From an optimization exercise on the open Yosys and OpenROAD flow, aimed at small area, a short achievable clock period and few clock cycles per item; shortcuts taken in it are not production practice.
Where RTL was checked, it was by simulation tests only, not by an equivalence proof against the original.

## job 101
## wsc_px3
module wsc_px3 (
    input  wire         clk,
    input  wire         rst,
    input  wire         in_valid,
    output wire         in_ready,
    input  wire         in_op,        
    input  wire [287:0] in_win,
    output reg          out_valid,
    input  wire         out_ready,
    output reg  [31:0]  out_pix
);
Size: ~220 flip-flops, about 330 I/O pins.
clock: 28.0 ns
lec_check: 0
cap_margin: 20
core_margin: 2
core_utilization: 40
cts_buf_list: sky130_fd_sc_hd__clkbuf_4 sky130_fd_sc_hd__clkbuf_8
cts_cluster_diameter: 60
cts_cluster_size: 20
slew_margin: 20
synth_hierarchical: 1
standard.sh (not shown) runs the stock make flow with config.mk's settings and CLKGATE_MAP_FILE= SYNTH_SCRIPT=/design/flow/synth_recipe.tcl, a recipe that flattens the netlist after the stock synthesis.
==> flow/flow/run.sh <==
#!/bin/bash
set -e
export BUFFER_PORTS_ARGS="-buffer_cell sky130_fd_sc_hd__buf_1"
export SETUP_SLACK_MARGIN=20.35
bash standard.sh > standard.log 2>&1
Modified inputs, job 102 compared to job 101
diff --git a/flow/design.v b/flow/design.v
--- a/flow/design.v
+++ b/flow/design.v
@@ -107,31 +107,25 @@
     wire s89, c90;
     wsc_fa us89 (.a(s57), .b(c72), .c(s73), .s(s89), .co(c90));
     wire s91, c92;
     wsc_fa us91 (.a(Mn[6]), .b(c58), .c(c74), .s(s91), .co(c92));
     assign xs_Y = {1'b0, Mn[7], c90, c88, c86, c84, c82, c80, c78, s61, s59} + {1'b0, c92, s91, s89, s87, s85, s83, s81, s79, s77, s75};
 endmodule
 module wsc_px3_post (
     input  wire        op,
     input  wire        opn,          
     input  wire [10:0] xs_X,
     input  wire [10:0] xs_Y,
     input  wire [7:0]  M,
-    output wire [7:0]  res,
-    input  wire [7:0]  k0,
-    input  wire [7:0]  k1,
-    input  wire        k0_valid,
-    input  wire        k0_take_k1,
-    output wire [7:0]  o_next,
-    output wire [7:0]  k0_next
+    output wire [7:0]  res
 );
     function lo_ok_f;
         input [7:0] q;
         input [9:0] Al;
         begin
             casez (q)
                 8'b1???????: lo_ok_f = 1'b1;
                 8'b01??????: lo_ok_f = &Al[9:9];
                 8'b001?????: lo_ok_f = &Al[9:8];
                 8'b0001????: lo_ok_f = &Al[9:7];
                 8'b00001???: lo_ok_f = &Al[9:6];
                 8'b000001??: lo_ok_f = &Al[9:5];
@@ -723,26 +717,24 @@
     wire h671 = s575 ^ c574;
     wire h672 = s577 ^ c576;
     wire h673 = s579 ^ c578;
     wire h674 = s581 ^ c580;
     wire hi_ones = &{h674, h673, h672, h671, h670, h669, h668, h667, h666, h665, h664, h663, h662, h661, h660, h659, h658};
     wire c27 = k657;
     wire [7:0]  q0 = {c536, c534, c532, c530, c528, c526, c524, c522} + {s537, s535, s533, s531, s529, s527, s525, s523};
     wire [7:0]  q1 = q0 + 8'd1;
     wire [7:0]  q2 = q0 + 8'd2;
     wire lo_ok = c27 ? lo_ok_f(q1, Al) : lo_ok_f(q0, Al);
     wire flag = op & hi_ones & lo_ok;
     assign res = c27 ? (flag ? q2 : q1) : (flag ? q1 : q0);
-    assign o_next  = k0_valid ? k0 : res;
-    assign k0_next = k0_take_k1 ? k1 : res;
 endmodule
 module wsc_px3 (
     input  wire         clk,
     input  wire         rst,
     input  wire         in_valid,
     output wire         in_ready,
     input  wire         in_op,        
     input  wire [287:0] in_win,
     output reg          out_valid,
     input  wire         out_ready,
     output reg  [31:0]  out_pix
 );
@@ -772,55 +764,49 @@
         if (rst)
             s1_valid <= 1'b0;
         else
             s1_valid <= accept;
     end
     always @(posedge clk) begin
         s1_op  <= in_op;
         s1_opn <= ~in_op;
         s1_xsx <= xsx_w;
         s1_xsy <= xsy_w;
         s1_m   <= in_win[159:128];              
     end
-    wire        head_free = !out_valid || out_ready;
-    wire [31:0] res, o_next, k0_next;
+    wire [31:0] res;
     generate
         for (c = 0; c < 4; c = c + 1) begin : post
             wsc_px3_post u (
                 .op  (s1_op),
                 .opn (s1_opn),
                 .xs_X(s1_xsx[11*c +: 11]),
                 .xs_Y(s1_xsy[11*c +: 11]),
                 .M   (s1_m[8*c +: 8]),
-                .res (res[8*c +: 8]),
-                .k0        (k0_pix[8*c +: 8]),
-                .k1        (k1_pix[8*c +: 8]),
-                .k0_valid  (k0_valid),
-                .k0_take_k1(head_free && k1_valid),
-                .o_next    (o_next[8*c +: 8]),
-                .k0_next   (k0_next[8*c +: 8])
+                .res (res[8*c +: 8])
             );
         end
     endgenerate
+    wire head_free = !out_valid || out_ready;
     always @(posedge clk) begin
         if (rst) begin
             out_valid <= 1'b0;
             k0_valid  <= 1'b0;
             k1_valid  <= 1'b0;
         end else if (head_free) begin
             out_valid <= k0_valid || s1_valid;
             k0_valid  <= k1_valid || (k0_valid && s1_valid);
             k1_valid  <= k1_valid && s1_valid;
         end else begin
             k0_valid  <= k0_valid || s1_valid;
             k1_valid  <= k1_valid || (k0_valid && s1_valid);
         end
     end
     always @(posedge clk) begin
         if (head_free)
-            out_pix <= o_next;              
+            out_pix <= k0_valid ? k0_pix : res;
         if (head_free || !k0_valid)
-            k0_pix <= k0_next;              
+            k0_pix <= (head_free && k1_valid) ? k1_pix : res;
         if (head_free || !k1_valid)
             k1_pix <= res;
     end
 endmodule
==> results.txt <==
Looking at non-clock buffer count, job 102 sits below job 101.
Going from job 101 to job 102, the number of clock-tree buffers in the layout was found to have gone up by 3.8%.
Note that the synthesized cell count recorded for job 101 amounts to 1.07 times the value seen in job 102.
| sequential cell area share | lower: job 101 |
In the flow results for job 101 and job 102, the cell count is smaller on job 102.
Summary: routed wire length, job 102 better than job 101
Against job 101, job 102 comes in 0.013 ns higher on final worst clock skew.
Job 102 ended up with a lower worst hold path stage count than job 101 did.
Testbench counts of job 102, summed over its fixed seeds: cycles 12,016, items 12,000.
For job 101, only the layout was checked, not whether the RTL still works.

re-timing with driven ports:
Ports are ideal in the flow. The routed layouts listed here were re-timed in OpenROAD. Step 1, drivers: a clkbuf_16 drives clk and a buf_2 each remaining input, both assumed. Step 2 adds t to the input delays and takes it off the output delays; t is the mean of the earliest and latest rising clock arrival at the registers after step 1. Input paths then give back, and output paths get back, about the clock's delay inside the block. Three values: no drivers, after step 1, after step 2; two values: the first two.
run	t, ns	setup slack, ns	worst register clock-pin slew, ns	pins driven straight from the clock port
job 101	0.685	20.375 / 20.419 / 19.734	0.11 / 0.11	1
job 102	0.690	20.371 / 20.404 / 19.714	0.11 / 0.11	1
After both steps every run listed still meets setup and hold. The setup slack of job 102, which loses most, moves by +0.033 ns with the drivers and by -0.657 ns with both steps.
